This design comes from an exercise in tuning for small area on the open sky130 flow, not from production work.
Function was not checked in any run shown here: the RTL went through the layout flow alone.
Power is estimated from default activity; no workload was simulated.

## design.v

```verilog
module icsp_engine (
    input  wire        clk,
    input  wire        rst,
    input  wire        req_valid,
    output wire        req_ready,
    input  wire [31:0] req_hdr,
    input  wire [16:0] req_nopd,
    input  wire        opd_valid,
    output wire        opd_ready,
    input  wire [31:0] opd_data,
    output reg         rsp_valid,
    output wire        rsp_status,
    output wire [31:0] rsp_data,
    input  wire        host_abort,
    output reg         icsp_mclr,
    output reg         icsp_clk,
    output reg         icsp_dat_o,
    output reg         icsp_dat_oe,
    input  wire        icsp_dat_i
);
    localparam [2:0] R_OK       = 3'd0,
                     R_NOT_PROG = 3'd1,
                     R_BAD_OP   = 3'd2,
                     R_BAD_ARG  = 3'd3,
                     R_ABORTED  = 3'd4;
    localparam [3:0] K_LOAD_CONFIG = 4'd0,
                     K_LOAD_PM     = 4'd1,
                     K_LOAD_DM     = 4'd2,
                     K_READ_PM     = 4'd3,
                     K_READ_DM     = 4'd4,
                     K_INC         = 4'd5,
                     K_RESET_ADDR  = 4'd6,
                     K_BEGIN_PROG  = 4'd7,
                     K_ERASE_PM    = 4'd8,
                     K_ERASE_DM    = 4'd9;
    localparam [31:0] KEY = 32'h4D434850;
    localparam [3:0] CL_STATUS = 4'd0,
                     CL_SETT   = 4'd1,
                     CL_GETT   = 4'd2,
                     CL_SEND   = 4'd3,
                     CL_RECV   = 4'd4,
                     CL_ENTER  = 4'd5,
                     CL_EXIT   = 4'd6,
                     CL_RESET  = 4'd7,
                     CL_CMD    = 4'd8,
                     CL_READ   = 4'd9,
                     CL_ERASE  = 4'd10,
                     CL_WRITE  = 4'd11;
    localparam [4:0] S_IDLE     = 5'd0,
                     S_DECODE   = 5'd1,
                     S_FINISH   = 5'd2,
                     S_SETT     = 5'd3,
                     S_SEND     = 5'd4,
                     S_RAWDONE  = 5'd5,
                     S_EP_M1    = 5'd6,
                     S_EP_M0    = 5'd7,
                     S_EP_KEY   = 5'd8,
                     S_EP_TAIL  = 5'd9,
                     S_EP_SETTL = 5'd10,
                     S_MODE_END = 5'd11,
                     S_RT_M1    = 5'd12,
                     S_CMD_GO   = 5'd13,
                     S_RD_LOOP  = 5'd14,
                     S_RD_INC   = 5'd15,
                     S_ER_PM2   = 5'd16,
                     S_WR_B     = 5'd17,
                     S_WR_C     = 5'd18,
                     S_WR_SKIP  = 5'd19,
                     S_WR_LOOP  = 5'd20,
                     S_WR_LOAD  = 5'd21,
                     S_WR_PROG  = 5'd22,
                     S_WR_INC   = 5'd23;
    localparam [1:0] P_NONE = 2'd0,
                     P_WAIT = 2'd1,    
                     P_SUB  = 2'd2,    
                     P_OPD  = 2'd3;    
    localparam [2:0] C_IDLE  = 3'd0,
                     C_OPC   = 3'd1,
                     C_WAIT1 = 3'd2,
                     C_FRAME = 3'd3,
                     C_WAIT2 = 3'd4,
                     C_DONE  = 3'd5,
                     C_FIN   = 3'd6;
    localparam [3:0] B_IDLE   = 4'd0,
                     B_DAT    = 4'd1,
                     B_RISE   = 4'd2,
                     B_FALL   = 4'd3,
                     B_NEXT   = 4'd4,
                     B_DIRIN  = 4'd5,
                     B_RRISE  = 4'd6,
                     B_RFALL  = 4'd7,
                     B_RNEXT  = 4'd8,
                     B_DIROUT = 4'd9;
    reg [4:0]  st;
    reg [1:0]  pend;
    reg [2:0]  cst;
    reg [3:0]  bst;
    reg        bw;           
    reg        cstart, bstart, cdone, bdone;
    reg [3:0]  cls;
    reg [1:0]  rgn;
    reg [15:0] arg;          
    reg [3:0]  cmd_sel;
    reg [2:0]  res;
    reg        last_q;       
    reg        session;
    reg        cur_valid;
    reg        cur_space;
    reg [15:0] cur_off;
    reg        fault_seen;
    reg [31:0] t0, t1, t2, t3, t4, t5;
    reg [31:0] cnt;
    reg [31:0] sreg;
    reg [5:0]  left;
    wire run = (pend == P_NONE);
    wire [7:0]  h_op    = req_hdr[7:0];
    wire [1:0]  h_rgn   = req_hdr[9:8];
    wire [5:0]  h_nbits = req_hdr[15:10];
    wire [15:0] h_count = req_hdr[31:16];
    reg        d_known, d_badarg, d_noop, d_needprog;
    reg [16:0] d_nopd;
    reg [3:0]  d_cls;
    wire d_is_cmd    = (h_op >= 8'h20) && (h_op <= 8'h29);
    wire d_is_region = (h_op == 8'h30) || (h_op == 8'h31) || (h_op == 8'h32);
    always @(*) begin
        d_known = 1'b0;
        d_cls   = CL_STATUS;
        case (h_op)
            8'h00: begin d_known = 1'b1; d_cls = CL_STATUS; end
            8'h01: begin d_known = 1'b1; d_cls = CL_SETT;   end
            8'h02: begin d_known = 1'b1; d_cls = CL_GETT;   end
            8'h08: begin d_known = 1'b1; d_cls = CL_SEND;   end
            8'h09: begin d_known = 1'b1; d_cls = CL_RECV;   end
            8'h10: begin d_known = 1'b1; d_cls = CL_ENTER;  end
            8'h11: begin d_known = 1'b1; d_cls = CL_EXIT;   end
            8'h12: begin d_known = 1'b1; d_cls = CL_RESET;  end
            8'h30: begin d_known = 1'b1; d_cls = CL_READ;   end
            8'h31: begin d_known = 1'b1; d_cls = CL_ERASE;  end
            8'h32: begin d_known = 1'b1; d_cls = CL_WRITE;  end
            default: begin d_known = d_is_cmd; d_cls = CL_CMD; end
        endcase
        if (h_op == 8'h08 || h_op == 8'h01 ||
            h_op == 8'h20 || h_op == 8'h21 || h_op == 8'h22)
            d_nopd = 17'd1;
        else if (h_op == 8'h32)
            d_nopd = {1'b0, h_count};
        else
            d_nopd = 17'd0;
        d_badarg = 1'b0;
        if ((h_op == 8'h08 || h_op == 8'h09) &&
            (h_nbits == 6'd0 || h_nbits > 6'd32))
            d_badarg = 1'b1;
        if (d_is_region && h_rgn == 2'd3)
            d_badarg = 1'b1;
        if ((h_op == 8'h01 || h_op == 8'h02) && h_count > 16'd5)
            d_badarg = 1'b1;
        if (req_nopd != d_nopd)
            d_badarg = 1'b1;
        if (h_op == 8'h31 && h_rgn == 2'd2)
            d_badarg = 1'b1;
        if (h_op == 8'h32 && h_rgn == 2'd2 &&
            h_count != 16'd0 && h_count != 16'd2)
            d_badarg = 1'b1;
        d_noop     = d_is_region && (h_count == 16'd0);
        d_needprog = d_is_cmd || d_is_region;
    end
    wire cls_out = (cmd_sel == K_LOAD_CONFIG) || (cmd_sel == K_LOAD_PM) ||
                   (cmd_sel == K_LOAD_DM);
    wire cls_in  = (cmd_sel == K_READ_PM) || (cmd_sel == K_READ_DM);
    wire timed   = (cmd_sel == K_BEGIN_PROG) || (cmd_sel == K_ERASE_PM) ||
                   (cmd_sel == K_ERASE_DM);
    function gt32;
        input [31:0] a, b;
        integer k;
        reg g;
        begin
            g = 1'b0;
            for (k = 0; k < 32; k = k + 1)
                g = (a[k] & ~b[k]) | (~(a[k] ^ b[k]) & g);
            gt32 = g;
        end
    endfunction
    function [31:0] dec32;
        input [31:0] a;
        integer k;
        reg b;
        begin
            b = 1'b1;
            for (k = 0; k < 32; k = k + 1) begin
                dec32[k] = a[k] ^ b;
                b = b & ~a[k];
            end
        end
    endfunction
    function [15:0] inc16;
        input [15:0] a;
        integer k;
        reg c;
        begin
            c = 1'b1;
            for (k = 0; k < 16; k = k + 1) begin
                inc16[k] = a[k] ^ c;
                c = c & a[k];
            end
        end
    endfunction
    wire t2gt1   = gt32(t2, t1);
    reg [5:0] tsh;
    always @(*) begin
        tsh = 6'd0;
        if (bst != B_IDLE)
            tsh[0] = 1'b1;
        else if (cst != C_IDLE) begin
            if (cst == C_WAIT1 && timed && t2gt1)
                tsh[2] = 1'b1;
            else
                tsh[1] = 1'b1;
        end else if (cls == CL_GETT) begin
            case (arg[2:0])
                3'd0: tsh[0] = 1'b1;
                3'd1: tsh[1] = 1'b1;
                3'd2: tsh[2] = 1'b1;
                3'd3: tsh[3] = 1'b1;
                3'd4: tsh[4] = 1'b1;
                default: tsh[5] = 1'b1;
            endcase
        end else if (cls == CL_RESET)
            tsh[5] = 1'b1;
        else if (cls == CL_ENTER) begin
            if (st == S_EP_SETTL)
                tsh[4] = 1'b1;
            else
                tsh[3] = 1'b1;
        end
    end
    wire [31:0] tsel = ({32{tsh[0]}} & t0) | ({32{tsh[1]}} & t1) |
                       ({32{tsh[2]}} & t2) | ({32{tsh[3]}} & t3) |
                       ({32{tsh[4]}} & t4) | ({32{tsh[5]}} & t5);
    wire cnt_zero = (cnt == 32'd0);
    wire below_floor = (t0 < 32'd100) || (t1 < 32'd1000) ||
                       (t2 < 32'd5000000) || (t3 < 32'd1000000);
    wire m_opc   = (cst == C_WAIT1);
    wire m_frame = (cst == C_WAIT2);
    wire m_key   = (cst == C_IDLE) && (cls == CL_ENTER);
    wire m_recv  = m_frame ? cls_in : (cst == C_IDLE) && (cls == CL_RECV);
    reg [5:0] opc;
    always @(*) begin
        case (cmd_sel)
            4'd0:    opc = 6'h00;
            4'd1:    opc = 6'h02;
            4'd2:    opc = 6'h03;
            4'd3:    opc = 6'h04;
            4'd4:    opc = 6'h05;
            4'd5:    opc = 6'h06;
            4'd6:    opc = 6'h16;
            4'd7:    opc = 6'h08;
            4'd8:    opc = 6'h09;
            default: opc = 6'h0B;
        endcase
    end
    wire [2:0] opc_k = 3'd6 - left[2:0];
    wire [4:0] key_k = 5'd0 - left[4:0];
    wire       f_edge = m_frame && ((left == 6'd16) || (left == 6'd1));
    wire       bitval = m_opc ? opc[opc_k] :
                        m_key ? KEY[key_k] :
                        f_edge ? 1'b0 : sreg[0];
    wire       tx_shift = !(m_opc || (m_frame && left == 6'd16));
    wire [5:0] nload = m_opc   ? 6'd6 :
                       m_frame ? 6'd16 :
                       m_key   ? ((st == S_EP_TAIL) ? 6'd32 : 6'd1) :
                       arg[5:0];
    wire [4:0] rpos = m_frame ? 5'd15 : (arg[4:0] - 5'd1);
    wire        fin_fault   = fault_seen || (res == R_NOT_PROG) ||
                              (res == R_BAD_OP) || (res == R_BAD_ARG);
    wire [31:0] status_word = {cur_off, 7'd0, cur_space, cur_valid, below_floor,
                               fin_fault, session, 1'b0, res};
    assign rsp_data = sreg;
    assign rsp_status = rsp_valid && (st == S_IDLE);
    assign req_ready  = (st == S_IDLE);
    assign opd_ready  = (pend == P_OPD);
    wire        t_we  = (st == S_SETT) && run;
    wire [31:0] wd0   = sreg & {32{~rst}};
    wire [31:0] wd1   = sreg | {32{rst}};
    localparam [31:0] RV0 = 32'd100, RV1 = 32'd1000, RV2 = 32'd5000000,
                      RV3 = 32'd10000000, RV4 = 32'd10000000, RV5 = 32'd500000000;
    always @(posedge clk) begin
        if (rst || (t_we && arg[2:0] == 3'd0)) t0 <= (RV0 & wd1) | (~RV0 & wd0);
        if (rst || (t_we && arg[2:0] == 3'd1)) t1 <= (RV1 & wd1) | (~RV1 & wd0);
        if (rst || (t_we && arg[2:0] == 3'd2)) t2 <= (RV2 & wd1) | (~RV2 & wd0);
        if (rst || (t_we && arg[2:0] == 3'd3)) t3 <= (RV3 & wd1) | (~RV3 & wd0);
        if (rst || (t_we && arg[2:0] == 3'd4)) t4 <= (RV4 & wd1) | (~RV4 & wd0);
        if (rst || (t_we && arg[2:0] == 3'd5)) t5 <= (RV5 & wd1) | (~RV5 & wd0);
    end
    wire [15:0] off_inc = inc16(cur_off);
    wire        eq1     = (off_inc == arg);
    reg cnt_ld;
    always @(*) begin
        cnt_ld = 1'b0;
        if (bst != B_IDLE && !bw &&
            (bst == B_DAT || bst == B_RISE || bst == B_FALL ||
             bst == B_DIRIN || bst == B_RRISE || bst == B_RFALL))
            cnt_ld = 1'b1;
        if ((cst == C_WAIT1 || cst == C_WAIT2) && bdone)
            cnt_ld = 1'b1;
        if (run && st == S_DECODE && (cls == CL_ENTER || cls == CL_RESET))
            cnt_ld = 1'b1;
        if (run && (st == S_EP_M1 || st == S_EP_M0 || st == S_EP_SETTL ||
                    st == S_RT_M1))
            cnt_ld = 1'b1;
    end
    integer i;
    wire sh_tx = !bw && bst == B_DAT && tx_shift;
    wire sh_rx = !bw && bst == B_RFALL;
    wire sh_rd = sh_rx && m_frame;
    wire [31:0] rx_ins = (sh_rx && !m_frame) ? (32'd1 << rpos) : 32'd0;
    reg  [31:0] shifted;
    always @(*) begin
        for (i = 0; i < 32; i = i + 1)
            shifted[i] = rx_ins[i] ? icsp_dat_i : ((i == 31) ? 1'b0 : sreg[(i + 1) % 32]);
        if (sh_rd) begin
            shifted[31] = icsp_dat_i;
            shifted[15] = 1'b0;
            shifted[14] = icsp_dat_i && (left != 6'd1);
        end
    end
    always @(posedge clk) begin
        cnt <= cnt_ld ? tsel : dec32(cnt);
        if (run && st == S_DECODE)
            sreg <= tsel;
        else if (run && st == S_FINISH)
            sreg <= status_word;
        else if (pend == P_OPD && opd_valid)
            sreg <= opd_data;
        else if (sh_tx || sh_rx)
            sreg <= shifted;
        if (bst == B_IDLE && bstart)
            left <= nload;
        else if (!bw && (bst == B_FALL || bst == B_RFALL))
            left <= left - 6'd1;
    end
    always @(posedge clk) begin
        if (rst) begin
            st          <= S_IDLE;
            pend        <= P_NONE;
            cst         <= C_IDLE;
            bst         <= B_IDLE;
            bw          <= 1'b0;
            cstart      <= 1'b0;
            bstart      <= 1'b0;
            cdone       <= 1'b0;
            bdone       <= 1'b0;
            session     <= 1'b0;
            cur_valid   <= 1'b0;
            cur_space   <= 1'b0;
            cur_off     <= 16'd0;
            fault_seen  <= 1'b0;
            icsp_mclr   <= 1'b1;
            icsp_clk    <= 1'b0;
            icsp_dat_o  <= 1'b0;
            icsp_dat_oe <= 1'b1;
            rsp_valid   <= 1'b0;
        end else begin
            rsp_valid <= 1'b0;
            cstart    <= 1'b0;
            bstart    <= 1'b0;
            cdone     <= 1'b0;
            bdone     <= 1'b0;
            if (bw) begin
                if (cnt_zero)
                    bw <= 1'b0;
            end else begin
                case (bst)
                    B_IDLE: begin
                        if (bstart)
                            bst <= m_recv ? B_DIRIN : B_DAT;
                    end
                    B_DAT: begin
                        icsp_dat_o <= bitval;
                        bw  <= 1'b1;
                        bst <= B_RISE;
                    end
                    B_RISE: begin
                        icsp_clk <= 1'b1;
                        bw  <= 1'b1;
                        bst <= B_FALL;
                    end
                    B_FALL: begin
                        icsp_clk <= 1'b0;
                        bw  <= 1'b1;
                        bst <= B_NEXT;
                    end
                    B_NEXT: begin
                        if (left == 6'd0) begin
                            bdone <= 1'b1;
                            bst   <= B_IDLE;
                        end else begin
                            bst   <= B_DAT;
                        end
                    end
                    B_DIRIN: begin
                        icsp_dat_oe <= 1'b0;
                        bw  <= 1'b1;
                        bst <= B_RRISE;
                    end
                    B_RRISE: begin
                        icsp_clk <= 1'b1;
                        bw  <= 1'b1;
                        bst <= B_RFALL;
                    end
                    B_RFALL: begin
                        icsp_clk <= 1'b0;
                        bw  <= 1'b1;
                        bst <= B_RNEXT;
                    end
                    B_RNEXT: begin
                        bst <= (left == 6'd0) ? B_DIROUT : B_RRISE;
                    end
                    B_DIROUT: begin
                        icsp_dat_oe <= 1'b1;
                        bdone <= 1'b1;
                        bst   <= B_IDLE;
                    end
                    default: bst <= B_IDLE;
                endcase
            end
            case (cst)
                C_IDLE:  if (cstart) cst <= C_OPC;
                C_OPC: begin
                    bstart <= 1'b1;
                    cst    <= C_WAIT1;
                end
                C_WAIT1: if (bdone) cst <= C_FRAME;
                C_FRAME: begin
                    if (cnt_zero) begin
                        if (cls_out || cls_in) begin
                            bstart <= 1'b1;
                            cst    <= C_WAIT2;
                        end else begin
                            cst    <= C_FIN;
                        end
                    end
                end
                C_WAIT2: if (bdone) cst <= C_DONE;
                C_DONE: begin
                    if (cnt_zero) begin
                        cdone <= 1'b1;
                        cst   <= C_IDLE;
                    end
                end
                C_FIN: begin
                    cdone <= 1'b1;
                    cst   <= C_IDLE;
                end
                default: cst <= C_IDLE;
            endcase
            case (pend)
                P_WAIT: if (cnt_zero) pend <= P_NONE;
                P_OPD:  if (opd_valid) pend <= P_NONE;
                P_SUB: begin
                    if (cdone || (bdone && cst == C_IDLE))
                        pend <= P_NONE;
                    if (cdone) begin
                        case (cmd_sel)
                            K_LOAD_CONFIG: begin
                                cur_valid <= 1'b1;
                                cur_space <= 1'b1;
                                cur_off   <= 16'd0;
                            end
                            K_RESET_ADDR: begin
                                cur_valid <= 1'b1;
                                cur_space <= 1'b0;
                                cur_off   <= 16'd0;
                            end
                            K_INC: begin
                                if (cur_valid)
                                    cur_off <= off_inc;
                            end
                            K_READ_PM, K_READ_DM: rsp_valid <= 1'b1;
                            default: ;
                        endcase
                    end
                end
                default: begin
                    case (st)
                        S_IDLE: begin
                            if (req_valid) begin
                                cmd_sel <= h_op[3:0];
                                rgn     <= h_rgn;
                                arg     <= {h_count[15:6],
                                            (h_op[3] && !h_op[4] && !h_op[5]) ? h_nbits
                                                                               : h_count[5:0]};
                                last_q  <= 1'b0;
                                st      <= S_DECODE;
                                if (!d_known) begin
                                    res <= R_BAD_OP;
                                    cls <= CL_STATUS;
                                end else if (d_badarg) begin
                                    res <= R_BAD_ARG;
                                    cls <= CL_STATUS;
                                end else if (d_noop) begin
                                    res <= R_OK;
                                    cls <= CL_STATUS;
                                end else if (d_needprog && !session) begin
                                    res <= R_NOT_PROG;
                                    cls <= CL_STATUS;
                                end else begin
                                    res <= R_OK;
                                    cls <= d_cls;
                                end
                            end
                        end
                        S_DECODE: begin
                            case (cls)
                                CL_SETT: begin
                                    pend <= P_OPD;
                                    st   <= S_SETT;
                                end
                                CL_GETT: begin
                                    rsp_valid <= 1'b1;
                                    st        <= S_FINISH;
                                end
                                CL_SEND: begin
                                    pend <= P_OPD;
                                    st   <= S_SEND;
                                end
                                CL_RECV: begin
                                    bstart <= 1'b1;
                                    pend   <= P_SUB;
                                    st     <= S_RAWDONE;
                                end
                                CL_ENTER: begin
                                    pend <= P_WAIT;
                                    st   <= S_EP_M1;
                                end
                                CL_EXIT: begin
                                    icsp_mclr <= 1'b1;
                                    st        <= S_MODE_END;
                                end
                                CL_RESET: begin
                                    icsp_mclr <= 1'b0;
                                    pend      <= P_WAIT;
                                    st        <= S_RT_M1;
                                end
                                CL_CMD: begin
                                    if (cmd_sel == K_LOAD_CONFIG || cmd_sel == K_LOAD_PM ||
                                        cmd_sel == K_LOAD_DM)
                                        pend <= P_OPD;
                                    st <= S_CMD_GO;
                                end
                                CL_READ: begin
                                    cstart  <= 1'b1;
                                    cmd_sel <= (rgn == 2'd2) ? K_LOAD_CONFIG : K_RESET_ADDR;
                                    pend    <= P_SUB;
                                    st      <= S_RD_LOOP;
                                end
                                CL_ERASE: begin
                                    cstart  <= 1'b1;
                                    cmd_sel <= (rgn == 2'd0) ? K_LOAD_CONFIG : K_ERASE_DM;
                                    pend    <= P_SUB;
                                    st      <= (rgn == 2'd0) ? S_ER_PM2 : S_FINISH;
                                end
                                CL_WRITE: begin
                                    cstart <= 1'b1;
                                    pend   <= P_SUB;
                                    if (rgn == 2'd1) begin
                                        cmd_sel <= K_ERASE_DM;
                                        st      <= S_WR_C;
                                    end else begin
                                        cmd_sel <= K_LOAD_CONFIG;
                                        st      <= (rgn == 2'd0) ? S_WR_B : S_WR_SKIP;
                                    end
                                end
                                default: st <= S_FINISH;
                            endcase
                        end
                        S_FINISH: begin
                            fault_seen <= fin_fault;
                            rsp_valid  <= 1'b1;
                            st         <= S_IDLE;
                        end
                        S_SETT: st <= S_FINISH;
                        S_SEND: begin
                            bstart <= 1'b1;
                            pend   <= P_SUB;
                            st     <= S_RAWDONE;
                        end
                        S_RAWDONE: begin
                            cur_valid <= 1'b0;
                            if (cls == CL_RECV)
                                rsp_valid <= 1'b1;
                            st <= S_FINISH;
                        end
                        S_EP_M1: begin
                            icsp_mclr <= 1'b1;
                            pend      <= P_WAIT;
                            st        <= S_EP_M0;
                        end
                        S_EP_M0: begin
                            icsp_mclr <= 1'b0;
                            pend      <= P_WAIT;
                            st        <= S_EP_KEY;
                        end
                        S_EP_KEY: begin
                            bstart <= 1'b1;
                            pend   <= P_SUB;
                            st     <= S_EP_TAIL;
                        end
                        S_EP_TAIL: begin
                            bstart <= 1'b1;
                            pend   <= P_SUB;
                            st     <= S_EP_SETTL;
                        end
                        S_EP_SETTL: begin
                            pend <= P_WAIT;
                            st   <= S_MODE_END;
                        end
                        S_RT_M1: begin
                            icsp_mclr <= 1'b1;
                            pend      <= P_WAIT;
                            st        <= S_MODE_END;
                        end
                        S_MODE_END: begin
                            session   <= (cls == CL_ENTER);
                            cur_valid <= 1'b0;
                            cur_space <= 1'b0;
                            cur_off   <= 16'd0;
                            st        <= S_FINISH;
                        end
                        S_CMD_GO: begin
                            cstart <= 1'b1;
                            pend   <= P_SUB;
                            st     <= S_FINISH;
                        end
                        S_RD_LOOP: begin
                            if (last_q) begin
                                st <= S_FINISH;
                            end else if (cmd_sel == K_INC && host_abort) begin
                                res <= R_ABORTED;
                                st  <= S_FINISH;
                            end else begin
                                cstart  <= 1'b1;
                                cmd_sel <= (rgn == 2'd1) ? K_READ_DM : K_READ_PM;
                                pend    <= P_SUB;
                                st      <= S_RD_INC;
                            end
                        end
                        S_RD_INC: begin
                            cstart  <= 1'b1;
                            cmd_sel <= K_INC;
                            last_q  <= eq1;
                            pend    <= P_SUB;
                            st      <= S_RD_LOOP;
                        end
                        S_ER_PM2: begin
                            cstart  <= 1'b1;
                            cmd_sel <= K_ERASE_PM;
                            pend    <= P_SUB;
                            st      <= S_FINISH;
                        end
                        S_WR_B: begin
                            cstart  <= 1'b1;
                            cmd_sel <= K_ERASE_PM;
                            pend    <= P_SUB;
                            st      <= S_WR_C;
                        end
                        S_WR_C: begin
                            cstart  <= 1'b1;
                            cmd_sel <= K_RESET_ADDR;
                            pend    <= P_SUB;
                            st      <= S_WR_LOOP;
                        end
                        S_WR_SKIP: begin
                            if (cur_off[2:0] == 3'd7) begin
                                cmd_sel <= K_LOAD_CONFIG;
                                st      <= S_WR_LOOP;
                            end else begin
                                cstart  <= 1'b1;
                                cmd_sel <= K_INC;
                                pend    <= P_SUB;
                            end
                        end
                        S_WR_LOOP: begin
                            if (last_q) begin
                                st <= S_FINISH;
                            end else if (cmd_sel == K_INC &&
                                         (rgn != 2'd0 || cur_off[3:0] == 4'd0) &&
                                         host_abort) begin
                                res <= R_ABORTED;
                                st  <= S_FINISH;
                            end else begin
                                pend <= P_OPD;
                                st   <= S_WR_LOAD;
                            end
                        end
                        S_WR_LOAD: begin
                            cstart  <= 1'b1;
                            cmd_sel <= (rgn == 2'd1) ? K_LOAD_DM : K_LOAD_PM;
                            pend    <= P_SUB;
                            st      <= S_WR_PROG;
                        end
                        S_WR_PROG: begin
                            last_q <= (rgn == 2'd2) ? !cur_off[0] : eq1;
                            if (rgn != 2'd0 || cur_off[3:0] == 4'd15 || eq1) begin
                                cstart  <= 1'b1;
                                cmd_sel <= K_BEGIN_PROG;
                                pend    <= P_SUB;
                            end
                            st <= S_WR_INC;
                        end
                        S_WR_INC: begin
                            cstart  <= 1'b1;
                            cmd_sel <= K_INC;
                            pend    <= P_SUB;
                            st      <= S_WR_LOOP;
                        end
                        default: st <= S_IDLE;
                    endcase
                end
            endcase
        end
    end
endmodule
```

## flow/run.sh

```bash
#!/bin/bash
# Layout flow: the standard flow (standard.sh) with two changes:
#  - synthesis maps the combinational logic with an area-oriented ABC
#    script (flow/area.abc); the rest of the synthesis script is the standard flow's;
#  - the port buffers are the smallest buffer, sky130_fd_sc_hd__buf_1.
# Each tool's output is in orfs/logs/; make's output is in flow_make.log.
set -euo pipefail
here=$(pwd)
{ cat "$here/flow/abc_override.tcl"; cat "$here/synth_recipe.tcl"; } > "$here/flow_synth.tcl"
sed "s|SYNTH_SCRIPT=[^ ]*|SYNTH_SCRIPT=$here/flow_synth.tcl|" standard.sh > "$here/flow_standard.sh"
export FLOW_ABC_SCRIPT="$here/flow/area.abc"
export BUFFER_PORTS_ARGS="-buffer_cell sky130_fd_sc_hd__buf_1"
bash "$here/flow_standard.sh" finish > "$here/flow_make.log" 2>&1
```

## flow/abc_override.tcl

```tcl
# Use this flow's ABC script for the technology mapping of the
# combinational logic (ORFS's synth.tcl calls abc once, with -script).
# Registers are mapped before abc runs and abc is not given -dff, so the
# registers are the standard synthesis's.
proc abc {args} {
  set i [lsearch -exact $args -script]
  if {$i >= 0} {
    set args [lreplace $args [expr {$i + 1}] [expr {$i + 1}] $::env(FLOW_ABC_SCRIPT)]
  }
  yosys abc {*}$args
}
```

## flow/area.abc

```
strash
&get -n
&st
&syn2
&dch
&nf -R 1000 -p
&st
&syn2
&dch
&nf -R 1000 -p
&put
topo
```

## standard.sh

```bash
#!/bin/bash
# synth_recipe.tcl (not shown) runs the flow's synth.tcl, then flattens the netlist and writes it again
# the make line also repeats each setting of config.mk as NAME=value (left out here)
make -C /OpenROAD-flow-scripts/flow DESIGN_CONFIG=/design/flow/config.mk WORK_HOME=/design/flow/orfs CLKGATE_MAP_FILE= SYNTH_SCRIPT=/design/flow/synth_recipe.tcl "${@:-finish}"
```

## config.mk

```make
export PLATFORM = sky130hd
export DESIGN_NAME = icsp_engine
export DESIGN_NICKNAME = icsp_engine
export VERILOG_FILES = /design/flow/design.v
export SDC_FILE = /design/flow/constraint.sdc
export NUM_CORES = 4
export LEC_CHECK = 0
export CAP_MARGIN = 20
export CORE_MARGIN = 2
export CORE_UTILIZATION = 40
export SLEW_MARGIN = 20
```

## constraint.sdc

```tcl
create_clock -name core_clock -period 10.0 [get_ports {clk}]
set_input_delay 2.0000 -clock core_clock [delete_from_list [all_inputs] [get_ports {clk}]]
set_output_delay 2.0000 -clock core_clock [all_outputs]
set_load 0.01 [all_outputs]
```

==> out/results.md, run 1 <==
* 87.4 mm — global-route wire length before repair
* 0.922 — placer congestion estimate
* 2 — H-Tree Level Count
* 23.9 um — post-detailed-route wirelength per cell
* 0 — max-capacitance violation count
* flip-flop — critical path capture point type
* 149 MHz — Max Clock Freq
* 7.44 nW — leakage power summed over all cells
* 0 — post-cts resize count
* 0.250 — total routing usage reported by global routing
* flip-flop — CP Launch Type
* 0 ns — Post-Route Setup TNS
* 20,500 um2 — Final Cell Area
* 0.403 — starting density of the core
* 1,653 — synthesized instance count
* 42.4 mm — sum of net half-perimeters after detailed placement
* 0.671 — final clock period utilization by the worst path
* sky130_fd_sc_hd__a221oi_1 — highest-delay cell along the critical path
* 1,837 — synthesized net count
* 43,900 um2 — total core area
* 0.468 — utilization of the core after routing
* reg2reg — worst setup path class
* 46,000 um2 — DIE AREA
* 0 — final number of hold-violating endpoints
* sky130_fd_sc_hd__a21oi_1 — Worst path most repeated cell
* 0.532 — sequential cell area fraction in the yosys report
* 0 — hold buffers post-CTS
* 341 — Sink Count
* 0 — sum of overflow across all layers after global routing
* 2,027 — net total in the final layout
* 3 — maximum clock insertion buffer count
* 10.7 um2 — synthesized area per cell
* 59 — count of different cell masters after synthesis
* 1 — number of warnings reported in the yosys synthesis log
* 7 — 1st-pass router iterations
* 0 — number of buffers added for setup after CTS
* 0.0382 ns — Worst Clk Skew
* 14,000 — via count of the first global-routing pass
* 20 — maximum fanout along the worst path
* reg2reg — worst min-delay path class
* 0.0540 — ratio of cells with drive above 1 in the final layout
* 6.71 ns — minimum clock period
* sky130_fd_sc_hd__edfxtp_1 — most used flip-flop cell after synthesis
* 0 — Async SR Flop Fraction
* 0 — number of setup violations in the final report
* 14,700 — vias post-DR
* 0.58 ns — worst skew pair latency
* 0.128 mV — worst voltage drop across the vdd grid
* 214 um — Die Span X
* 38 — TritonCTS Buffers
* sky130_fd_sc_hd__clkbuf_16 — cell at the root of the clock tree
* 17,700 um2 — Synth Cell Area
* 77 — Rows
* 1,690 — iteration-0 DRC count of the detailed router
* 0 — total DRC errors in the routed layout
* 0.36 ns — Largest stage delay, worst path
* finished clean — status
* 283 nW/um2 — areal power density over the cells
* 19,200 um2 — cell area after placement
* 58.8 mm — total wire length after detailed routing
* 0 — post-route antenna net violation count
* 126 — IO Port Bufs
* 0.06 ns — Worst-path clk slew
* 127 — boundary pin count
* 6.98 ns — endpoint arrival time on the critical path
* 5.98 — ratio of routed vias to standard cells
* 0.225 — relative max-transition margin
* 61 — pin count of the biggest net entering global routing
* 1.16 ns — Worst-Margin Slew
* 0 — count of final max-slew check failures
* 341 — synthesized flop and latch total
* 214 um — die height
* 15.9% — area grow syn2layout
* 0 — Inserted Diodes
* yes — TritonCTS clock tree
* 2 — number of antenna violations at the first check in global routing
* false — unrepaired setup endpoints after global routing
* 260 — number of flops mapped to enable cells by yosys
* 10.27 ns — Req. time, crit path
## worst paths after layout
kind / slack [ns] / start / endpoint / cells past startpoint
worst max-delay path: 3.29 / t1[1] / sreg[4] / 49
worst min-delay path: 0.45 / cnt[0] / cnt[0] / 1
worst max register to register: 3.29 / t1[1] / sreg[4] / 49
worst min register to register: 0.45 / cnt[0] / cnt[0] / 1
## through the flow
| step | hold WS, ns | setup slack [ns] | total power, mW | instances |
|---|---|---|---|---|
| 2_1_floorplan | 0.425 | 3.49 | 3.49 | 1653 |
| 3_3_place_gp | 0.446 | 3.31 | 4.22 | 2395 |
| 3_5_place_dp | 0.444 | 3.31 | 4.24 | 2395 |
| 4_1_cts | 0.453 | 3.28 | 5.80 | 2463 |
| 5_1_grt | 0.462 | 2.37 | 6.10 | 2463 |
| 6_report | 0.452 | 3.29 | 5.81 | 2463 |
## cells in the final DEF, fill, tap and decap left out, types with 25 or more instances in the layout
cell,netlist,routed
sky130_fd_sc_hd__or2_0,25,25
sky130_fd_sc_hd__nand2b_1,26,26
sky130_fd_sc_hd__nand3_1,37,37
sky130_fd_sc_hd__a21oi_1,108,104
sky130_fd_sc_hd__a221oi_1,37,37
sky130_fd_sc_hd__nor2_1,109,106
sky130_fd_sc_hd__clkbuf_16,0,38
sky130_fd_sc_hd__ha_1,97,97
sky130_fd_sc_hd__nor3_1,36,36
sky130_fd_sc_hd__a211oi_1,28,28
sky130_fd_sc_hd__dfxtp_1,81,81
sky130_fd_sc_hd__o21ai_0,104,104
sky130_fd_sc_hd__clkinv_1,96,100
sky130_fd_sc_hd__buf_1,0,125
sky130_fd_sc_hd__mux2i_1,62,62
sky130_fd_sc_hd__nand2_1,176,175
sky130_fd_sc_hd__nor2b_1,58,58
sky130_fd_sc_hd__edfxtp_1,260,260
sky130_fd_sc_hd__nor4_1,41,40
sky130_fd_sc_hd__a22oi_1,68,68
## flip-flops by register name, indices dropped and copies added, names as in the netlist, 2 cells and up
register  flops
cnt          32
sreg         32
t0           32
t1           32
t2           32
t3           32
t4           32
t5           32
arg          16
cur_off      16
left          6
opc           5
st            5
bst           4
cls           4
cmd_sel       4
cst           3
res           3
pend          2
rgn           2
## Yosys cell counts, drive strengths merged, types with 7 or more instances
master	count	area, um2
xnor2	10	87.6
nand3	37	185
xor2	20	175
nor3b	7	52.6
a31oi	13	81.3
edfxtp	260	7810
nand2	176	661
a21oi	108	541
mux2i	62	621
nor3	36	180
nand4	16	100
o21ai	104	521
a21boi	9	67.6
ha	97	1210
o22ai	12	75.1
dfxtp	81	1620
a211oi	28	210
nand2b	26	163
clkinv	96	360
a221oi	37	324
o221ai	10	87.6
nor2b	58	363
a222oi	10	100
nor2	109	409
a22oi	68	510
or2	25	156
o211ai	7	52.6
nor4	41	257
and2	12	75.1
## routing by layer
metal  GRT usage  vias up  share of wire
li1            -     6783              -
met1       0.342     7186           0.43
met2       0.400      636           0.46
met3      0.0406      108          0.076
met4      0.0984        4          0.035
met5           0        -        0.00048
## power by group
part           internal [mW]  switching (mW)  total (mW)
Clock                  0.940           0.607        1.55
Combinational          0.664            1.22        1.88
Sequential              2.03           0.347        2.38
## cell type report
cell class	count	area, um2
Multi-Input combinational cell	1216	7980
Fill cell	4105	23400
Tap cell	592	741
Clock inverter	26	372
Inverter	96	360
Clock buffer	42	1010
Timing Repair Buffer	150	657
Sequential cell	341	9430
## worst max-delay path: cells and delay by family, from the launching register on
family | cells | cell delay, ns
compound gates | 24 | 3.74
simple gates | 22 | 1.70
buf+inv | 2 | 0.35
flops | 1 | 0.35
fa+ha+maj | 1 | 0.28
## cells by family (layout without fill, tap and decap cells)
kind of cell / after synthesis / in the layout / synth area share
compound gates: 448 / 448 / 0.165
xor+xnor: 30 / 30 / 0.0148
fa+ha+maj: 97 / 97 / 0.0685
buf+inv: 96 / 314 / 0.0203
flops: 341 / 341 / 0.532
mux: 67 / 67 / 0.0388
simple gates: 574 / 574 / 0.160
==> run 2, diff against run 1 <==
--- a/config.mk
+++ b/config.mk
@@ -10,2 +10,4 @@
 export CORE_UTILIZATION = 40
+export CTS_BUF_LIST = sky130_fd_sc_hd__clkbuf_4
+export CTS_CLUSTER_SIZE = 20
 export SLEW_MARGIN = 20
==> run 2 against run 1 <==
Fmax down 0.53%. Cell count up 4.3%. Die area unchanged. Register-to-register slack worse by 0.04 ns. Critical endpoint is now sreg[6]. Largest cell class unchanged. Largest power group unchanged.
==> out/results.md, run 2 <==
* 17,700 um2 — Synth Cell Area, unchanged
* 341 — Sink Count, unchanged
* 0.922 — placer congestion estimate, unchanged
* flip-flop — critical path capture point type
* 43,900 um2 — total core area, unchanged
* 272 nW/um2 — areal power density over the cells, -3.8%
* 0 — number of setup violations in the final report, unchanged
* 1,603 — iteration-0 DRC count of the detailed router, -5.1%
* 0.07 ns — Worst-path clk slew, about the same
* 7.27 ns — endpoint arrival time on the critical path, +0.29 ns
* 0.227 — relative max-transition margin, +0.00184
* 0 — post-cts resize count, unchanged
* 19,200 um2 — cell area after placement, unchanged
* 0.457 ns — hold slack, +0.00484 ns
* 6 — 1st-pass router iterations, -1
* 260 — number of flops mapped to enable cells by yosys, unchanged
* 61 — pin count of the biggest net entering global routing, unchanged
* 46,000 um2 — DIE AREA, unchanged
* sky130_fd_sc_hd__clkbuf_4 — cell at the root of the clock tree
* sky130_fd_sc_hd__edfxtp_1, sky130_fd_sc_hd__dfxtp_1, sky130_fd_sc_hd__ha_1 — largest cells by area after synthesis
* 126 — IO Port Bufs, unchanged
* sky130_fd_sc_hd__edfxtp_1 — largest area contributor in the netlist
* 15,100 — vias post-DR, +2.6%
* 0.441 — area share of the largest cell type after synthesis, unchanged
* sky130_fd_sc_hd__o21ai_0 — Worst path most repeated cell
* 6.74 ns — minimum clock period, +0.0357 ns
* reg2reg — worst min-delay path class
* 0 — count of final max-slew check failures, unchanged
* 42.4 mm — sum of net half-perimeters after detailed placement, unchanged
* 0.532 — sequential cell area fraction in the yosys report, unchanged
* 0 — sum of overflow across all layers after global routing, unchanged
* 3.26 ns — worst-case setup margin in the final layout, -0.0357 ns
* 88.3 mm — global-route wire length before repair, +1.1%
* sky130_fd_sc_hd__edfxtp_1, sky130_fd_sc_hd__nand2_1, sky130_fd_sc_hd__clkbuf_4 — commonest cells after routing, fill and taps aside
* 0 — Async SR Flop Fraction, unchanged
* 91 — TritonCTS Buffers, +140%
* flip-flop — CP Launch Type
* sky130_fd_sc_hd__edfxtp_1 — most frequent standard cell in the layout excluding fill and tap cells
* 1 — number of warnings reported in the yosys synthesis log, unchanged
* 0 — number of buffers added for setup after CTS, unchanged
* 214 um — Die Span X, unchanged
* 0.464 — utilization of the core after routing, -0.00359
* 0.40 ns — Largest stage delay, worst path, +0.04 ns
* 0.674 — final clock period utilization by the worst path, +0.00357
* 14,500 — via count of the first global-routing pass, +3.5%
* sky130_fd_sc_hd__edfxtp_1 — most used flip-flop cell after synthesis
* 2,568 — number of cells in the finished layout apart from fillers, +4.3%
* 4 — number of antenna violations at the first check in global routing, +2
* 20 — maximum fanout along the worst path, unchanged
* 341 — synthesized flop and latch total, unchanged
* 10.7 um2 — synthesized area per cell, unchanged
* finished clean — status
* 59.5 mm — total wire length after detailed routing, +1.3%
* 0 — max-capacitance violation count, unchanged
* 0.403 — starting density of the core, unchanged
* 59 — count of different cell masters after synthesis, unchanged
* sky130_fd_sc_hd__a221oi_1 — highest-delay cell along the critical path
* 0 — final number of hold-violating endpoints, unchanged
* 7.49 nW — leakage power summed over all cells, +0.67%
* 23.2 um — post-detailed-route wirelength per cell, -2.9%
* 77 — Rows, unchanged
* 0 — hold buffers post-CTS, unchanged
* 1.16 ns — Worst-Margin Slew, -0.00276 ns
* 5.54 mW — power consumption, -4.6%
* 1,653 — synthesized instance count, unchanged
* 3.31 ns — DP Worst Slack, unchanged
* 0.87 ns — worst skew pair latency, +0.29 ns
* 214 um — die height, unchanged
* sky130_fd_sc_hd__edfxtp_1, sky130_fd_sc_hd__nand2_1, sky130_fd_sc_hd__nor2_1 — leading cell types by count after synthesis
* 3 — H-Tree Level Count, +1
* 127 — boundary pin count, unchanged
* 148 MHz — Max Clock Freq, -0.53%
* yes — TritonCTS clock tree
* false — unrepaired setup endpoints after global routing
* 3 — maximum clock insertion buffer count, unchanged
* reg2reg — worst setup path class
* 1,837 — synthesized net count, unchanged
* 0 ns — Post-Route Setup TNS, unchanged
* 0.0956 mV — worst voltage drop across the vdd grid, -25%
* 2,395 — number of placed instances, taps included, unchanged
* 10.52 ns — Req. time, crit path, +0.25 ns
* 0.0957 — ratio of cells with drive above 1 in the final layout, +0.0417
* 15.1% — area grow syn2layout
* 5.88 — ratio of routed vias to standard cells, -1.6%
* 0 — total DRC errors in the routed layout, unchanged
* 0.0816 ns — Worst Clk Skew, +0.0435 ns
* 0.253 — total routing usage reported by global routing, +0.00260
* 2,080 — net total in the final layout, +2.6%
* 20,400 um2 — Final Cell Area, -0.77%
* sky130_fd_sc_hd__edfxtp_1 — most used standard cell by instance count after synthesis
* 0 — post-route antenna net violation count, unchanged
[run 2: changes by cell type in the layout (fill, tap and decap cells not counted), moves of 2 or more]
cell and change:
sky130_fd_sc_hd__clkbuf_4 +147, sky130_fd_sc_hd__clkbuf_16 -38, sky130_fd_sc_hd__clkinv_1 +16, sky130_fd_sc_hd__bufinv_16 -8
sky130_fd_sc_hd__clkinv_2 -5, sky130_fd_sc_hd__clkbuf_8 -4, sky130_fd_sc_hd__inv_6 -2
[run 2: final timing paths]
check	startpoint	endpoint	slack, ns	cells after the start
max	t1[1]	sreg[6]	3.26	49
min	cnt[0]	cnt[0]	0.46	1
max reg2reg	t1[1]	sreg[6]	3.26	49
min reg2reg	cnt[0]	cnt[0]	0.46	1
[run 2: cells by family after synthesis]
family,Yosys count,synth area share
AO/OA/AOI/OAI,448,0.165
flip-flops,341,0.532
adder cells (fa/ha/maj),97,0.0685
XOR/XNOR,30,0.0148
multiplexers,67,0.0388
buffers and inverters,96,0.0203
AND/OR/NAND/NOR,574,0.160
[run 2: area by class of cell]
class	instances	area [um2]
Antenna cell	1	2.50
Clock inverter	25	114
Clock buffer	147	1100
Timing Repair Buffer	150	657
Multi-Input combinational cell	1216	7980
Inverter	96	360
Tap cell	592	741
Sequential cell	341	9430
Fill cell	4226	23500
[run 2: worst max-delay path, delay by kind of cell (launching register included)]
family          cells  cell delay [ns]
flops               1             0.36
simple gates       22             1.70
compound gates     24             3.74
fa+ha+maj           1             0.28
buf+inv             2             0.35
[run 2: where the power goes]
part           leakage, nW  switching (mW)  internal (mW)  total, mW
logic                 3.57            1.21          0.664       1.88
clock network        0.724           0.615          0.667       1.28
registers             3.19           0.350           2.03       2.38
[run 2: per-layer routing]
layer | global-route usage | part of all wire | up-vias
met2 | 0.405 | 0.46 | 756
met1 | 0.336 | 0.42 | 7265
met5 | 0 | 0.00059 | -
li1 | - | - | 6960
met3 | 0.0546 | 0.085 | 106
met4 | 0.101 | 0.030 | 6
==> run 3, diff against run 2 <==
--- a/config.mk
+++ b/config.mk
@@ -9,5 +9,5 @@
 export CORE_MARGIN = 2
-export CORE_UTILIZATION = 40
-export CTS_BUF_LIST = sky130_fd_sc_hd__clkbuf_4
-export CTS_CLUSTER_SIZE = 20
+export CORE_UTILIZATION = 60
+export CTS_BUF_LIST = sky130_fd_sc_hd__clkbuf_8
+export CTS_CLUSTER_SIZE = 30
 export SLEW_MARGIN = 20
==> run 3 against run 2 <==
Largest cell class unchanged. Critical path type unchanged. Largest power group unchanged. Global-route usage is 9.9 points higher. Synthesized cell count stayed put. Clock skew is 0.066 ns lower.
==> out/results.md, run 3 <==
* 0.695 — utilization of the core after routing, +0.231
* 0 — post-cts resize count, unchanged
* 2,282 — number of cells in the finished layout apart from fillers, -11%
* 0 — total DRC errors in the routed layout, unchanged
* 53 — TritonCTS Buffers, -42%
* false — unrepaired setup endpoints after global routing
* 54.8 mm — total wire length after detailed routing, -8.0%
* 0 — Inserted Diodes, -1
* 1,811 — iteration-0 DRC count of the detailed router, +13%
* 0 — count of final max-slew check failures, unchanged
* 59 — count of different cell masters after synthesis, unchanged
* 0.58 ns — Largest stage delay, worst path, +0.18 ns
* 0.712 — final clock period utilization by the worst path, +0.0372
* 6.60 — ratio of routed vias to standard cells, +12%
* 0.430 — relative contribution of sequential cells to total power, about the same
* sky130_fd_sc_hd__edfxtp_1, sky130_fd_sc_hd__nand2_1, sky130_fd_sc_hd__buf_1 — commonest cells after routing, fill and taps aside
* 0.614 — starting density of the core, +0.211
* 0.134 mV — worst voltage drop across the vdd grid, +40%
* 3 — maximum clock insertion buffer count, unchanged
* 341 — synthesized flop and latch total, unchanged
* 127 — boundary pin count, unchanged
* 0.455 ns — hold slack, -0.00174 ns
* 0.0160 ns — Worst Clk Skew, -0.0656 ns
* 20,100 um2 — Final Cell Area, -1.6%
* 5.53 mW — power consumption, -0.23%
* 37.7 mm — sum of net half-perimeters after detailed placement, -11%
* 0 — Async SR Flop Fraction, unchanged
* sky130_fd_sc_hd__clkbuf_8 — cell at the root of the clock tree
* 0 — final number of hold-violating endpoints, unchanged
* 0 — sum of overflow across all layers after global routing, unchanged
* 14,200 — via count of the first global-routing pass, -1.9%
* 1 — number of warnings reported in the yosys synthesis log, unchanged
* 276 nW/um2 — areal power density over the cells, +1.4%
* compound AO/OA/AOI/OAI gates — cell type group with the largest total delay on the critical path
* 7.40 nW — leakage power summed over all cells, -1.2%
* sky130_fd_sc_hd__edfxtp_1 — most used standard cell by instance count after synthesis
* 18,900 um2 — cell area after placement, -1.4%
* 64 — pin count of the biggest net entering global routing, +4.9%
* 2,184 — number of placed instances, taps included, -8.8%
* 0 — number of antenna violations at the first check in global routing, -4
* 0 — number of buffers added for setup after CTS, unchanged
* 15,100 — vias post-DR, -0.23%
* 141 MHz — Max Clock Freq, -5.2%
* reg2reg — worst setup path class
* 3.43 mW — Int Power, +2.0%
* 10.42 ns — Req. time, crit path, -0.10 ns
* 0.352 — total routing usage reported by global routing, +0.0993
* 0.253 — relative max-transition margin, +0.0262
* sky130_fd_sc_hd__edfxtp_1 — most frequent standard cell in the layout excluding fill and tap cells
* 0.441 — area share of the largest cell type after synthesis, unchanged
* 10.7 um2 — synthesized area per cell, unchanged
* yes — TritonCTS clock tree
* 0.334 — part of the total power dissipated in combinational logic, -0.005
* 13.2% — area grow syn2layout
* sky130_fd_sc_hd__edfxtp_1, sky130_fd_sc_hd__nand2_1, sky130_fd_sc_hd__nor2_1 — leading cell types by count after synthesis
* 82.9 mm — global-route wire length before repair, -6.1%
* 28,900 um2 — total core area, -34%
* 260 — number of flops mapped to enable cells by yosys, unchanged
* 2,039 — net total in the final layout, -2.0%
* 2.93 ns — DP Worst Slack, -0.374 ns
* sky130_fd_sc_hd__a21oi_2 — highest-delay cell along the critical path
* 0 — post-route antenna net violation count, unchanged
* 1,837 — synthesized net count, unchanged
* 176 um — die height, -18%
* 0.06 ns — Worst-path clk slew, about the same
* sky130_fd_sc_hd__edfxtp_1 — largest area contributor in the netlist
* sky130_fd_sc_hd__edfxtp_1 — most used flip-flop cell after synthesis
* 24.0 um — post-detailed-route wirelength per cell, +3.6%
* 62 — Rows, -19%
* 0.974 — placer congestion estimate, +5.6%
* 21 — maximum fanout along the worst path, +5.0%
* 17,700 um2 — Synth Cell Area, unchanged
* 30,900 um2 — DIE AREA, -33%
* 0 — max-capacitance violation count, unchanged
* 0.0574 — ratio of cells with drive above 1 in the final layout, -0.0383
* 1,653 — synthesized instance count, unchanged
* 7.12 ns — minimum clock period, +0.372 ns
* finished clean — status
* 0.532 — sequential cell area fraction in the yosys report, unchanged
* flip-flop — critical path capture point type
* 0.236 — clock share of power, +0.005
* 0 — hold buffers post-CTS, unchanged
* 176 um — Die Span X, -18%
* 2 — H-Tree Level Count, -1
* 0 ns — Post-Route Setup TNS, unchanged
* flip-flop — CP Launch Type
* 7.54 ns — endpoint arrival time on the critical path, +0.27 ns
* 1.11 ns — Worst-Margin Slew, -0.0466 ns
* 2 — Worst Path Buf+Inv, unchanged
* 0.60 ns — worst skew pair latency, -0.27 ns
* 341 — Sink Count, unchanged
* 126 — IO Port Bufs, unchanged
* 0 — number of setup violations in the final report, unchanged
* reg2reg — worst min-delay path class
* 2.10 mW — net load switching power, -3.6%
* sky130_fd_sc_hd__edfxtp_1, sky130_fd_sc_hd__dfxtp_1, sky130_fd_sc_hd__ha_1 — largest cells by area after synthesis
* 8 — 1st-pass router iterations, +2
* 0.380 — sw frac, -0.0133
* 2.88 ns — worst-case setup margin in the final layout, -0.372 ns
## run 3: cell count changes in the layout (fill, tap and decap cells not counted), moves of 6 or more
cell	change
sky130_fd_sc_hd__clkinv_1	-10
sky130_fd_sc_hd__inv_1	+13
sky130_fd_sc_hd__clkbuf_8	+58
sky130_fd_sc_hd__clkbuf_4	-147
sky130_fd_sc_hd__clkinv_2	+6
sky130_fd_sc_hd__bufinv_16	+8
## run 3: area by class of cell
class | instances | area, um2
inverters | 96 | 360
well taps | 384 | 480
flip-flops and latches | 341 | 9430
repair buffers | 147 | 634
clock inverters | 40 | 378
multi-input cells | 1216 | 7980
fillers | 2246 | 8800
clock buffers | 58 | 798
## run 3: final timing paths
kind           from       end  slack [ns]  cells past startpoint
max reg2reg   t1[1]  sreg[14]        2.88                     49
max           t1[1]  sreg[14]        2.88                     49
min reg2reg  cnt[0]    cnt[0]        0.45                      1
min          cnt[0]    cnt[0]        0.45                      1
## run 3: worst register-to-register path: cells and delay by family (launching register included)
kind,cells,cell delay [ns]
flops,1,0.35
buf+inv,2,0.49
compound gates,25,4.40
fa+ha+maj,1,0.28
simple gates,21,1.45
## run 3: logic make-up after synthesis
logic type | after synthesis | synth area share
buffers and inverters | 96 | 0.0203
and+or+nand+nor | 574 | 0.160
muxes | 67 | 0.0388
xor gates and xnor gates | 30 | 0.0148
adders and majority gates | 97 | 0.0685
DFF | 341 | 0.532
AOI/OAI and AO/OA | 448 | 0.165
## run 3: per-layer routing
metal,global-route usage,routed length [um],up-vias
met5,0,0,-
met4,0.159,2720,0
met3,0.0595,5230,160
met2,0.561,25100,933
met1,0.477,21700,7161
li1,-,-,6805
## run 3: power groups by stage
stage | Sequential (mW) | Clock [mW] | Combinational (mW)
6_report | 2.37 | 1.30 | 1.85
5_1_grt | 2.41 | 1.37 | 2.02
4_1_cts | 2.36 | 1.31 | 1.82
3_5_place_dp | 2.38 | 0 | 1.80
3_3_place_gp | 2.38 | 0 | 1.76
2_1_floorplan | 2.28 | 0 | 1.21
==> run 4, diff against run 3 <==
--- a/flow/run.sh
+++ b/flow/run.sh
@@ -4,3 +4,4 @@
 #    script (flow/area.abc); the rest of the synthesis script is the standard flow's;
-#  - the port buffers are the smallest buffer, sky130_fd_sc_hd__buf_1.
+#  - the port buffers are the smallest buffer, sky130_fd_sc_hd__buf_1;
+#  - clock tree synthesis uses smaller clock buffers and no dummy loads.
 # Each tool's output is in orfs/logs/; make's output is in flow_make.log.
@@ -11,2 +12,3 @@
 export FLOW_ABC_SCRIPT="$here/flow/area.abc"
+export CTS_ARGS="-sink_clustering_enable -repair_clock_nets -dont_use_dummy_load -buf_list sky130_fd_sc_hd__clkbuf_8 -sink_clustering_size 16 -sink_clustering_max_diameter 50"
 export BUFFER_PORTS_ARGS="-buffer_cell sky130_fd_sc_hd__buf_1"
--- a/config.mk
+++ b/config.mk
@@ -9,5 +9,3 @@
 export CORE_MARGIN = 2
-export CORE_UTILIZATION = 60
-export CTS_BUF_LIST = sky130_fd_sc_hd__clkbuf_8
-export CTS_CLUSTER_SIZE = 30
+export CORE_UTILIZATION = 40
 export SLEW_MARGIN = 20
==> run 4 against run 3 <==
Cell count up 6.8%. Highest routed layer is now met5. Fmax grew 5.6%. Hold slack gained 0.0046 ns. Routed wire length grew 7.0%.
==> out/results.md, run 4 <==
* 6.03 — ratio of routed vias to standard cells, -8.7%
* 214 um — die height, +22%
* 2.05 mW — net load switching power, -2.6%
* 0 — count of final max-slew check failures, unchanged
* flip-flop — CP Launch Type
* 87.1 mm — global-route wire length before repair, +5.0%
* 0.441 — area share of the largest cell type after synthesis, unchanged
* reg2reg — worst setup path class
* 0.403 — starting density of the core, -0.211
* 77 — Rows, +24%
* 7.08 nW — leakage power summed over all cells, -4.3%
* sky130_fd_sc_hd__edfxtp_1 — most used standard cell by instance count after synthesis
* 0 — number of setup violations in the final report, unchanged
* 0 — post-cts resize count, unchanged
* yes — TritonCTS clock tree
* 42.4 mm — sum of net half-perimeters after detailed placement, +13%
* 3.06 mW — Int Power, -11%
* 0.401 — sw frac, +0.0210
* 0.0433 — ratio of cells with drive above 1 in the final layout, -0.0141
* sky130_fd_sc_hd__edfxtp_1, sky130_fd_sc_hd__nand2_1, sky130_fd_sc_hd__buf_1 — commonest cells after routing, fill and taps aside
* 3.26 ns — worst-case setup margin in the final layout, +0.376 ns
* sky130_fd_sc_hd__edfxtp_1, sky130_fd_sc_hd__nand2_1, sky130_fd_sc_hd__nor2_1 — leading cell types by count after synthesis
* finished clean — status
* sky130_fd_sc_hd__clkbuf_8 — cell at the root of the clock tree
* 1 — number of warnings reported in the yosys synthesis log, unchanged
* 43,900 um2 — total core area, +52%
* 61 — pin count of the biggest net entering global routing, -4.7%
* 2 — H-Tree Level Count, unchanged
* 58.6 mm — total wire length after detailed routing, +7.0%
* 0.65 ns — worst skew pair latency, +0.05 ns
* 0.249 — total routing usage reported by global routing, -0.103
* 59 — count of different cell masters after synthesis, unchanged
* 3.31 ns — DP Worst Slack, +0.374 ns
* 10.31 ns — Req. time, crit path, -0.11 ns
* 0.0910 mV — worst voltage drop across the vdd grid, -32%
* 1.22 ns — Worst-Margin Slew, +0.106 ns
* 127 — boundary pin count, unchanged
* 0.674 — final clock period utilization by the worst path, -0.0376
* 17,700 um2 — Synth Cell Area, unchanged
* 3 — maximum clock insertion buffer count, unchanged
* 0 — hold buffers post-CTS, unchanged
* 0 ns — Post-Route Setup TNS, unchanged
* 148 MHz — Max Clock Freq, +5.6%
* 0 — post-route antenna net violation count, unchanged
* 0 — total DRC errors in the routed layout, unchanged
* 24.0 um — post-detailed-route wirelength per cell, +0.13%
* 0.182 — relative max-transition margin, -0.0712
* 0 — number of buffers added for setup after CTS, unchanged
* 2,438 — number of cells in the finished layout apart from fillers, +6.8%
* 0.466 — relative contribution of sequential cells to total power, +0.036
* 0.532 — sequential cell area fraction in the yosys report, unchanged
* 0 — sum of overflow across all layers after global routing, unchanged
* 41 — TritonCTS Buffers, -23%
* 214 um — Die Span X, +22%
* 1,653 — synthesized instance count, unchanged
* 0 — Async SR Flop Fraction, unchanged
* sky130_fd_sc_hd__edfxtp_1 — largest area contributor in the netlist
* sky130_fd_sc_hd__a221oi_1 — highest-delay cell along the critical path
* 0.0886 ns — Worst Clk Skew, +0.0726 ns
* 7.05 ns — endpoint arrival time on the critical path, -0.49 ns
* false — unrepaired setup endpoints after global routing
* 0.167 — clock share of power, -0.069
* flip-flop — critical path capture point type
* 6.74 ns — minimum clock period, -0.376 ns
* 341 — Sink Count, unchanged
* 341 — synthesized flop and latch total, unchanged
* 0.367 — part of the total power dissipated in combinational logic, +0.033
* 14,000 — via count of the first global-routing pass, -1.5%
* 0.38 ns — Largest stage delay, worst path, -0.20 ns
* 2,395 — number of placed instances, taps included, +9.7%
* 14,700 — vias post-DR, -2.5%
* 0.460 ns — hold slack, +0.00458 ns
* 1,837 — synthesized net count, unchanged
* 0 — max-capacitance violation count, unchanged
* 46,000 um2 — DIE AREA, +49%
* 126 — IO Port Bufs, unchanged
* 20 — maximum fanout along the worst path, -4.8%
* 1,612 — iteration-0 DRC count of the detailed router, -11%
* 258 nW/um2 — areal power density over the cells, -6.4%
* 2,032 — net total in the final layout, -0.34%
* 0.922 — placer congestion estimate, -5.3%
* 0 — final number of hold-violating endpoints, unchanged
* 8 — 1st-pass router iterations, unchanged
* 0 — Inserted Diodes, unchanged
* sky130_fd_sc_hd__edfxtp_1 — most used flip-flop cell after synthesis
* 10.7 um2 — synthesized area per cell, unchanged
* sky130_fd_sc_hd__o21ai_0 — Worst path most repeated cell
* sky130_fd_sc_hd__edfxtp_1, sky130_fd_sc_hd__dfxtp_1, sky130_fd_sc_hd__ha_1 — largest cells by area after synthesis
* 19,800 um2 — Final Cell Area, -1.4%
* 260 — number of flops mapped to enable cells by yosys, unchanged
* sky130_fd_sc_hd__edfxtp_1 — most frequent standard cell in the layout excluding fill and tap cells
* reg2reg — worst min-delay path class
* 0.10 ns — Worst-path clk slew, +0.04 ns
* 11.6% — area grow syn2layout
* 19,200 um2 — cell area after placement, +1.5%
* 2 — number of antenna violations at the first check in global routing, +2
run 4: layer usage:
layer	wire, um	up-vias	global-route usage
li1	-	6747	-
met1	25400	7159	0.340
met2	26700	674	0.396
met3	4370	105	0.0410
met4	2120	4	0.102
met5	28	-	0
run 4: path summary, 6_finish.rpt:
path	from	endpoint	slack, ns	cells past startpoint
setup / recovery	t1[1]	sreg[6]	3.26	49
setup reg to reg	t1[1]	sreg[6]	3.26	49
hold / removal	cnt[0]	cnt[0]	0.46	1
hold reg to reg	cnt[0]	cnt[0]	0.46	1
run 4: critical path: cells and delay by family (launching register included):
family	cells	cell delay (ns)
AO/OA/AOI/OAI	24	3.74
buffers and inverters	2	0.35
adder cells (fa/ha/maj)	1	0.28
AND/OR/NAND/NOR	22	1.69
flip-flops	1	0.37
run 4: cells by family after synthesis:
family / share of synthesized area
AO/OA/AOI/OAI: 0.165
XOR/XNOR: 0.0148
adder cells (fa/ha/maj): 0.0685
buffers and inverters: 0.0203
flip-flops: 0.532
multiplexers: 0.0388
AND/OR/NAND/NOR: 0.160
run 4: final cells by class:
cell class / instances / area, um2
Clock buffer: 41 / 564
Fill cell: 4195 / 24200
Inverter: 96 / 360
Multi-Input combinational cell: 1216 / 7980
Sequential cell: 341 / 9430
Tap cell: 592 / 741
Timing Repair Buffer: 152 / 699
run 4: power groups by stage:
stage / clock network [mW] / registers, mW / logic (mW)
after floorplan: 0 / 2.28 / 1.21
after global placement: 0 / 2.40 / 1.82
after detailed placement: 0 / 2.39 / 1.85
after CTS: 0.873 / 2.37 / 1.86
after global routing: 0.914 / 2.41 / 2.06
final: 0.852 / 2.38 / 1.87
run 4: through the flow:
step	power, mW	util
floorplan	3.49	-
global placement	4.22	0.436
detailed placement	4.24	0.436
CTS	5.10	0.449
global route	5.39	0.450
finish	5.10	0.450

==> afterwards: timing with drivers on the ports <==
How much do the figures lean on ideal ports? The routed layouts below were timed once more, with nothing changed but the port constraints.
Step 1 (the two cells are an assumption about what drives the block):
set clk [get_ports {clk}]
set_driving_cell -lib_cell sky130_fd_sc_hd__clkbuf_16 $clk
set_driving_cell -lib_cell sky130_fd_sc_hd__buf_2 [delete_from_list [all_inputs] $clk]
Step 2 also shifts input and output timing later by t, the mid clock arrival at the registers, as if the neighbouring blocks saw the same clock.
a / b / c = ideal ports / drivers / drivers and shift; a / b = the first two.
run	t (ns)	setup WS [ns]	clock arrival spread, ns	slew at the worst register clock pin (ns)	worst data-port slew with drivers (ns)
run 1	0.617	3.291 / 3.291 / 3.291	0.041 / 0.041	0.06 / 0.06	0.08
run 2	0.883	3.255 / 3.255 / 3.255	0.081 / 0.082	0.08 / 0.08	0.09
run 3	0.641	2.883 / 2.883 / 2.883	0.018 / 0.018	0.07 / 0.07	0.04
run 4	0.663	3.259 / 3.259 / 3.259	0.093 / 0.093	0.10 / 0.10	0.08
After both steps setup and hold are still met in every run listed.
